What follows belongs to an exercise in optimizing a design on an open flow for small area, a short achievable clock period and few clock cycles per item; a production flow would make more cautious choices. Only simulation tests tie the RTL to the original design; equivalence was not proved. Power and IR drop assume default switching activity.

==> wip/violet: inputs <==
## bemu_alu
module bemu_alu (
    input  wire        clk,
    input  wire        rst,
    input  wire        start,
    input  wire [7:0]  op,
    input  wire [3:0]  size,
    input  wire [63:0] a,
    input  wire [63:0] b,
    input  wire [63:0] rflag,
    output wire        done,
    output wire [63:0] result,
    output wire        taken,
    output wire        fault
);
    wire [4:0] o = op[4:0];
    wire lo8 = ~o[4] & ~o[3];                
    wire hi8 = ~o[4] & o[3];                 
    wire op_mov = lo8 & ~o[0];
    wire op_add = lo8 & o[0];
    wire op_sub = hi8 & (o[2:0] == 3'd0);
    wire op_mul = hi8 & (o[2:0] == 3'd1);
    wire op_mod = hi8 & (o[2:0] == 3'd3);
    wire op_inc = hi8 & (o[2:0] == 3'd4);
    wire op_dec = hi8 & (o[2:0] == 3'd5);
    wire op_cmp = hi8 & (o[2:0] == 3'd6);
    wire op_divmod = hi8 & ~o[2] & o[1];
    wire k8  = ~size[0];                       
    wire k16 = size[2] | size[3];              
    wire k32 = size[3];                        
    wire [63:0] mask = {{32{k32}}, {16{k16}}, {8{k8}}, 8'hFF};
    wire [63:0] am = a & mask;
    wire [63:0] bm = b & mask;
    wire sa = (size[0] & a[7]) | (size[1] & a[15]) | (size[2] & a[31]) | (size[3] & a[63]);
    wire sb = (size[0] & b[7]) | (size[1] & b[15]) | (size[2] & b[31]) | (size[3] & b[63]);
    wire bz = (bm == 64'd0);
    wire fz = (rflag == 64'd0);
    wire fn = rflag[63];
    reg  cond;
    always @(*) begin
        case (o)
            5'h0F:   cond = fz;
            5'h10:   cond = !fz;
            5'h11:   cond = fn;
            5'h12:   cond = !fn && !fz;
            5'h13:   cond = fn || fz;
            5'h14:   cond = !fn;
            default: cond = 1'b0;
        endcase
    end
    wire use_a = op_add | (hi8 & (o[2:0] != 3'd1) & (o[2:0] != 3'd7));
    wire b_pos = lo8;                                  
    wire b_neg = hi8 & ~o[0] & ~(o[2] ^ o[1]);         
    wire [63:0] xa = {64{use_a}} & mask;              
    wire [63:0] xs = {64{op_cmp}} & ~mask;            
  ...
==> flow/config.mk <==
export PLATFORM = sky130hd
export DESIGN_NAME = bemu_alu
export DESIGN_NICKNAME = bemu_alu
export VERILOG_FILES = /design/flow/design.v
export SDC_FILE = /design/flow/constraint.sdc
export NUM_CORES = 4
export LEC_CHECK = 0
export CAP_MARGIN = 20
export CORE_MARGIN = 2
export CORE_UTILIZATION = 40
export SLEW_MARGIN = 20
export SYNTH_HIERARCHICAL = 1
==> flow/constraint.sdc <==
create_clock -name core_clock -period 12.0 [get_ports {clk}]
set_input_delay 2.4000 -clock core_clock [delete_from_list [all_inputs] [get_ports {clk}]]
set_output_delay 2.4000 -clock core_clock [all_outputs]
set_load 0.01 [all_outputs]
standard.sh (not shown) runs the stock make flow with config.mk's settings and CLKGATE_MAP_FILE= SYNTH_SCRIPT=/design/flow/synth_recipe.tcl, a recipe that flattens the netlist after the stock synthesis.
==> flow/flow/run.sh <==
#!/bin/bash
# The standard layout (standard.sh: the standard flow's synthesis and ORFS flow, with
# config.mk's settings), except that
#  - buffer_ports gives each port a plain buf_1 instead of the delay cell
#    (clkdlybuf4s50_1) it picks by itself.
# The clock period and constraint.sdc are the design's.
set -euo pipefail
MARGIN=6.0
bash standard.sh SETUP_SLACK_MARGIN=$MARGIN \
  "BUFFER_PORTS_ARGS=-buffer_cell sky130_fd_sc_hd__buf_1" finish > standard_flow.log 2>&1
==> wip/juniper: changes against wip/violet <==
--- a/flow/design.v
+++ b/flow/design.v
@@ -9,26 +9,25 @@
     input  wire [63:0] rflag,
     output wire        done,
     output wire [63:0] result,
     output wire        taken,
     output wire        fault
 );
     wire [4:0] o = op[4:0];
-    wire lo8 = ~o[4] & ~o[3];                
-    wire hi8 = ~o[4] & o[3];                 
-    wire op_mov = lo8 & ~o[0];
-    wire op_add = lo8 & o[0];
-    wire op_sub = hi8 & (o[2:0] == 3'd0);
-    wire op_mul = hi8 & (o[2:0] == 3'd1);
-    wire op_mod = hi8 & (o[2:0] == 3'd3);
-    wire op_inc = hi8 & (o[2:0] == 3'd4);
-    wire op_dec = hi8 & (o[2:0] == 3'd5);
-    wire op_cmp = hi8 & (o[2:0] == 3'd6);
-    wire op_divmod = hi8 & ~o[2] & o[1];
-    wire k8  = ~size[0];                       
+    wire op_mov = (o == 5'h04);
+    wire op_add = (o == 5'h07);
+    wire op_sub = (o == 5'h08);
+    wire op_mul = (o == 5'h09);
+    wire op_div = (o == 5'h0A);
+    wire op_mod = (o == 5'h0B);
+    wire op_inc = (o == 5'h0C);
+    wire op_dec = (o == 5'h0D);
+    wire op_cmp = (o == 5'h0E);
+    wire op_divmod = op_div | op_mod;
+    wire k8  = size[1] | size[2] | size[3];    
     wire k16 = size[2] | size[3];              
     wire k32 = size[3];                        
     wire [63:0] mask = {{32{k32}}, {16{k16}}, {8{k8}}, 8'hFF};
     wire [63:0] am = a & mask;
     wire [63:0] bm = b & mask;
     wire sa = (size[0] & a[7]) | (size[1] & a[15]) | (size[2] & a[31]) | (size[3] & a[63]);
     wire sb = (size[0] & b[7]) | (size[1] & b[15]) | (size[2] & b[31]) | (size[3] & b[63]);
@@ -43,26 +42,26 @@
             5'h11:   cond = fn;
             5'h12:   cond = !fn && !fz;
             5'h13:   cond = fn || fz;
             5'h14:   cond = !fn;
             default: cond = 1'b0;
         endcase
     end
-    wire use_a = op_add | (hi8 & (o[2:0] != 3'd1) & (o[2:0] != 3'd7));
-    wire b_pos = lo8;                                  
-    wire b_neg = hi8 & ~o[0] & ~(o[2] ^ o[1]);         
+    wire use_a = op_add | op_sub | op_inc | op_dec | op_divmod | op_cmp;
+    wire b_pos = op_add | op_mov;
+    wire b_neg = op_sub | op_cmp;
     wire [63:0] xa = {64{use_a}} & mask;              
     wire [63:0] xs = {64{op_cmp}} & ~mask;            
     wire [63:0] yp = {64{b_pos}} & mask;              
     wire [63:0] yn = {64{b_neg}} & mask;              
     wire [63:0] ys = {64{op_cmp}} & ~mask;            
     wire [63:0] y1 = {64{op_dec}} & mask;             
     wire [63:0] x_in = (a & xa) | ({64{sa}} & xs);
     wire [63:0] y_in = (b & yp) | (~b & yn) | ({64{~sb}} & ys) | y1;
-    wire c_in = hi8 & ~o[0] & (o[2] | ~o[1]);         
+    wire c_in = op_sub | op_cmp | op_inc;
     wire kill8  = size[0] & ~op_cmp;
     wire kill16 = size[1] & ~op_cmp;
     wire [7:0] anz, bnz;
     genvar gi;
     generate for (gi = 0; gi < 8; gi = gi + 1) begin : g_nz
         assign anz[gi] = |am[8*gi+7:8*gi];
         assign bnz[gi] = |bm[8*gi+7:8*gi];
@@ -84,49 +83,30 @@
     reg  [5:0]  cnt;
     assign done   = done_r;
     assign taken  = taken_r;
     assign fault  = fault_r;
     assign result = {sumh[31:0], R[31:0]};
     wire in_norm = s_nrm;
     wire in_div  = s_dv;    
-    function automatic [5:0] booth(input [3:0] q, input qm);
-        begin
-            booth[0] = q[0] ^ qm;                                       
-            booth[1] = (q[1] & ~q[0] & ~qm) | (~q[1] & q[0] & qm);      
-            booth[2] = q[1] & ~(q[0] & qm);                             
-            booth[3] = q[2] ^ q[1];                                     
-            booth[4] = (q[3] & ~q[2] & ~q[1]) | (~q[3] & q[2] & q[1]);  
-            booth[5] = q[3] & ~(q[2] & q[1]);                           
-        end
-    endfunction
-    localparam [5:0] DIV_CTL = 6'b000_101;    
-    reg  [5:0]  bc;
-    reg         fc0, cin_al;
-    wire b0s1 = bc[0];
-    wire b0s2 = bc[1];
-    wire b0n  = bc[2];
-    wire b1s1 = bc[3];
-    wire b1s2 = bc[4];
-    wire b1n  = bc[5];
-    wire [3:0] mq_in = a_short ? am[3:0] : bm[3:0];
-    wire [63:0] e2 = {E[62:0], 1'b0};
-    wire [63:0] p0 = ((E & {64{b0s1}}) | (e2 & {64{b0s2}})) ^ {64{b0n}};
-    wire [63:0] p1 = {((E[61:0] & {62{b1s1}}) | (e2[61:0] & {62{b1s2}})), 2'b00} ^ {64{b1n}};
+    reg         en0, inv0, en1;
+    wire [63:0] p0 = (E ^ {64{inv0}}) & {64{en0}};
+    wire [63:0] p1 = {E[62:0], 1'b0} & {64{en1}};
+    wire [1:0]  mq_in = a_short ? am[1:0] : bm[1:0];
     wire [63:0] fs = R ^ p0 ^ p1;
     wire [63:0] fm = (R & p0) | (R & p1) | (p0 & p1);
     wire [32:0] suml;
     wire [32:0] sumh;
     wire [64:0] sum;
-    wire [63:0] fc = {fm[62:0], fc0};
+    wire [63:0] fc = {fm[62:0], 1'b0};
     bemu_add #(.W(32)) adl (.x(x_in[31:0]), .y(y_in[31:0]), .ci(c_in), .s(suml));
     bemu_add #(.W(32)) adh (.x(R[63:32]), .y(Q[63:32]), .ci(c32), .s(sumh));
-    bemu_add #(.W(64)) al  (.x(fs), .y(fc), .ci(cin_al), .s(sum));
+    bemu_add #(.W(64)) al  (.x(fs), .y(fc), .ci(in_div), .s(sum));
     wire        ge   = sum[64] | fm[63];    
     wire [63:0] rmask = {{32{g32}}, {16{g16}}, {8{g8}}, 8'hFF};
-    wire        mul_last = (Q[63:3] == 61'd0);
+    wire        mul_last = (Q[63:2] == 62'd0);
     wire [63:0] tR;
     assign tR[63] = R[63];
     generate for (gi = 62; gi >= 0; gi = gi - 1) begin : g_tr
         assign tR[gi] = tR[gi+1] | R[gi];
     end endgenerate
     wire fit16 = ~|({E[47:0], 16'd0} & ~tR) & ~|E[63:48];
     wire fit4  = ~|({E[59:0], 4'd0} & ~tR) & ~|E[63:60];
@@ -176,32 +156,25 @@
             taken_r <= cond;
             fault_r <= op_divmod & bz;
             g8      <= k8;
             g16     <= k16;
             g32     <= k32;
             is_mod  <= op_mod;
             cnt     <= 6'd0;
-            if (op_divmod) begin
-                bc     <= DIV_CTL;
-                fc0    <= 1'b0;
-                cin_al <= 1'b1;
-            end else begin
-                bc     <= booth(mq_in, 1'b0);
-                fc0    <= booth(mq_in, 1'b0) >> 2;
-                cin_al <= booth(mq_in, 1'b0) >> 5;
-            end
+            en0     <= op_divmod | mq_in[0];
+            inv0    <= op_divmod;
+            en1     <= ~op_divmod & mq_in[1];
             E       <= (op_mul & ~a_short) ? am : bm;
             Q       <= op_mul ? (a_short ? am : bm) : y_in;
         end else if (s_mul) begin
             R <= sum[63:0] & rmask;
-            Q  <= {4'b0000, Q[63:4]};
-            E  <= {E[59:0], 4'b0000};
-            bc     <= booth(Q[7:4], Q[3]);
-            fc0    <= booth(Q[7:4], Q[3]) >> 2;
-            cin_al <= booth(Q[7:4], Q[3]) >> 5;
+            Q   <= {2'b00, Q[63:2]};
+            E   <= {E[61:0], 2'b00};
+            en0 <= Q[2];
+            en1 <= Q[3];
         end else if (norm_shift) begin
             Q <= 64'd0;
             if (fit16) begin
                 E   <= {E[47:0], 16'd0};
                 cnt <= cnt + 6'd16;
             end else if (fit4) begin
                 E   <= {E[59:0], 4'd0};
==> flow/flow/run.sh (replaced) <==
#!/bin/bash
# The standard layout (standard.sh: the standard flow's synthesis and ORFS flow, with
# config.mk's settings), except that
#  - buffer_ports gives each port a plain buf_1 instead of the delay cell
#    (clkdlybuf4s50_1) it picks by itself.
# The clock period and constraint.sdc are the design's.
set -euo pipefail
MARGIN=6.5
bash standard.sh SETUP_SLACK_MARGIN=$MARGIN \
  "BUFFER_PORTS_ARGS=-buffer_cell sky130_fd_sc_hd__buf_1" finish > standard_flow.log 2>&1
==> impl_metrics.py <==
metrics = {
    "setup_path": {
        "required_ns": 12.32,
        "regToRegSetupSlack_ns": 6.51,
        "crit_slowest_cell": "or3_4",
        "reg2reg_to": "R[19]",
        "cp.arrival_ns": 6.24,
        "start_kind": "input port",
    },
    "sta": {
        "relSlewSlack_pct": 21.32,
        "setup_ws_ns": 6.086,
    },
    "layout": {
        "multi_input_area_share_pct": 67.16,
    },
    "worst_hold_path": {
        "hold_end": "s_nrm",
        "min-delay-start": "s_nrm",
    },
    "synthesis": {
        "netlist_instances": 3469,
    },
    "pwr": {
        "pg_comb_mw": 1.24,
    },
    "drt": {
        "routed_wl_microns": 116700,
        "post_drt_wl_per_cell_microns": 25.73,
    },
    "outcome": {
        "outcome": "no timing/DRC/antenna violations",
    },
}
The numbers above come from wip/juniper.

==> impl_metrics.py <==
metrics = {
    "sta": {
        "relSlewSlack_pct": 29.41,
        "setup_ws_ns": 6.101,
    },
    "drt": {
        "post_drt_wl_per_cell_microns": 25.90,
        "routed_wl_microns": 115500,
    },
    "setup_path": {
        "cp.arrival_ns": 6.23,
        "crit_slowest_cell": "or4b_1",
        "reg2reg_to": "R[46]",
        "start_kind": "register",
        "required_ns": 12.33,
    },
    "outcome": {
        "outcome": "no timing/DRC/antenna violations",
    },
    "layout": {
        "multi_input_area_share_pct": 69.38,
    },
}
The numbers above come from wip/violet.

Testbench counts of wip/violet, summed over its fixed seeds: cycles 28,128, ops 12,000.
Testbench counts of wip/juniper, summed over its fixed seeds: cycles 30,559, ops 12,000.

## what the ideal ports hide
Ports are ideal in the flow. The routed layouts listed here were re-timed in OpenROAD. Step 1 assumes that a clkbuf_16 drives the clock port and a buf_2 every other input. Step 2, shift: input delay + t, output delay - t, t = (earliest + latest rising clock arrival at the registers) / 2. This alone moves slack from input paths to output paths. a / b / c = ideal ports / drivers / drivers and shift; a / b = the first two.
run | shift t [ns] | setup WS [ns] | worst data-port slew with drivers (ns)
wip/violet | 0.654 | 6.101 / 6.091 / 5.586 | 0.08
wip/juniper | 0.655 | 6.086 / 6.097 / 5.441 | 0.08
After both steps every run listed still meets setup and hold. For wip/juniper, which loses most, drivers alone change the setup slack by +0.011 ns; drivers and shift together by -0.645 ns.
